Background: an optimization exercise with open tools, aiming at small area. Do not read the settings as production practice. The RTL was checked by simulation tests, not by an equivalence proof against the original design. Power and IR drop assume default switching activity.

==> flow/design.v (excerpt) <==
module isp_core (
    input  wire        clk,
    input  wire        rst,
    input  wire        tick_ms,
    input  wire        cmd_valid,
    output wire        cmd_ready,
    input  wire [31:0] cmd_word,
    output reg         rsp_valid,
    input  wire        rsp_ready,
    output reg  [31:0] rsp_word,
    input  wire [7:0]  sid,
    output wire        tp_open,
    input  wire        tp_open_ack,
    output wire        tp_close,
    input  wire        tp_close_ack,
    output wire        tx_valid,
    input  wire        tx_ready,
    output wire [7:0]  tx_data,
    output wire        tx_flush,
    input  wire        tx_flush_ack,
    input  wire [7:0]  rx_avail,
    output wire        rx_rd,
    input  wire        rx_done,
    input  wire        rx_valid,
    input  wire [7:0]  rx_data,
    output reg         busy,
    output reg         done,
    output wire [3:0]  phase_o
);
Size in the first run: about 1200 cells after synthesis, roughly 120 I/O pins.
Settings: LEC_CHECK=0, CAP_MARGIN=20, CORE_MARGIN=2, CORE_UTILIZATION=40, GPL_TIMING_DRIVEN=0, SLEW_MARGIN=20; clock period 16.0 ns.
standard.sh (not shown) runs the stock make flow with config.mk's settings and CLKGATE_MAP_FILE= SYNTH_SCRIPT=/design/flow/synth_recipe.tcl, a recipe that flattens the netlist after the stock synthesis.
==> flow/flow/run.sh <==
#!/bin/bash
# Layout flow: the standard synthesis, an area re-mapping of its
# combinational logic (registers untouched), then the standard layout with
# small port buffers and a leaner clock tree.
set -euo pipefail
W=$(pwd)
R=$W/orfs/results/$FLOW_PLATFORM/isp_core/base
LIB=$FLOW_HOME/platforms/$FLOW_PLATFORM/lib/sky130_fd_sc_hd__tt_025C_1v80.lib

# 1. standard synthesis
bash standard.sh synth > $W/flow_synth.log 2>&1

# 2. area re-mapping of the combinational cells: a few ABC scripts in
#    parallel, keeping the smallest result
cp $R/1_2_yosys.v $W/standard_1_2_yosys.v
S[1]="+strash;&get,-n;&deepsyn,-T,60;&put;&get,-n;&dch,-f;&nf,-R,1000;&put"
S[2]="+strash;dc2;&get,-n;&deepsyn,-T,60;&put;&get,-n;&dch,-f;&nf,-R,1000;&put"
S[3]="+strash;&get,-n;&deepsyn,-T,60;&put;&get,-n;&dch;&nf,-R,1000;&put"
S[4]="+strash;dch,-f;amap;topo"
for i in 1 2 3 4; do
  RESYN_LIB=$LIB RESYN_TOP=$FLOW_TOP RESYN_IN=$W/standard_1_2_yosys.v RESYN_OUT=$W/resyn_$i.v \
  RESYN_DONT_USE="sky130_fd_sc_hd__probe_p_8 sky130_fd_sc_hd__probec_p_8 sky130_fd_sc_hd__lpflow_*" \
  RESYN_SCRIPT="${S[$i]}" \
    yosys -c $W/flow/resyn.tcl > $W/flow_resyn_$i.log 2>&1 &
done
wait
best=""; besta=""
for i in 1 2 3 4; do
  [[ -s $W/resyn_$i.v ]] || continue
  a=$(grep "Chip area for module" $W/flow_resyn_$i.log | tail -1 | awk '{print $NF}')
  [[ -n "$a" ]] || continue
  if [[ -z "$best" ]] || awk -v x=$a -v y=$besta 'BEGIN{exit !(x<y)}'; then best=$i; besta=$a; fi
done
echo "resyn areas:" $(grep -h "Chip area for module" $W/flow_resyn_*.log | awk '{print $NF}') "chosen $best ($besta)" > $W/flow_resyn_choice.log
if [[ -n "$best" ]]; then
  cp $W/resyn_$best.v $R/1_2_yosys.v
  touch $R/1_2_yosys.v
fi

# 3. the rest of the standard layout
bash standard.sh \
  BUFFER_PORTS_ARGS="-buffer_cell sky130_fd_sc_hd__buf_1" \
  CTS_ARGS="-sink_clustering_enable -repair_clock_nets -buf_list sky130_fd_sc_hd__clkbuf_4 -sink_clustering_size 8 -sink_clustering_max_diameter 50 -dont_use_dummy_load" \
  finish > $W/flow_layout.log 2>&1
Other scripts of this flow, unchanged in this note and not shown: flow/flow/resyn.tcl
The starting point produced a clean layout.
==> next run, changes <==
--- a/flow/flow/run.sh
+++ b/flow/flow/run.sh
@@ -41,4 +41,4 @@
 bash standard.sh \
   BUFFER_PORTS_ARGS="-buffer_cell sky130_fd_sc_hd__buf_1" \
-  CTS_ARGS="-sink_clustering_enable -repair_clock_nets -buf_list sky130_fd_sc_hd__clkbuf_4 -sink_clustering_size 8 -sink_clustering_max_diameter 50 -dont_use_dummy_load" \
+  CTS_ARGS="-sink_clustering_enable -repair_clock_nets -buf_list sky130_fd_sc_hd__clkbuf_4 -sink_clustering_size 10 -sink_clustering_max_diameter 50 -dont_use_dummy_load" \
   finish > $W/flow_layout.log 2>&1
After rerunning: The changed run finished with timing, DRC and antenna clean. Worst setup slack gets better by 0.072 ns. Total power falls by 1.1%. Non-clock buffer count stays the same. Cell area is about the same. Wire length falls by 0.64%. Via count is about the same. Sequential power hardly moves.

what the ideal ports hide:
The results above use ideal ports. As a check the final layouts listed here were re-extracted and re-timed, cells and wires unchanged. Step 1: set_driving_cell puts a clkbuf_16 on clk and a buf_2 on each other input, an assumption about the parent block. Step 2 also shifts input and output timing later by t, the mid clock arrival at the registers, as if the neighbouring blocks saw the same clock. Three values: ideal ports, drivers, drivers and shift; two values: the first two.
run | t (ns) | slack for setup (ns) | hold WS [ns] | latest minus earliest clock arrival (ns)
the first run | 0.693 | 8.372 / 8.326 / 7.982 | 0.453 / 0.453 / 0.453 | 0.104 / 0.105
the second run | 0.654 | 8.444 / 8.400 / 7.894 | 0.484 / 0.484 / 0.484 | 0.116 / 0.117
After both steps every run listed still meets setup and hold. The setup slack of the second run, which loses most, moves by -0.044 ns with the drivers and by -0.550 ns with both steps.
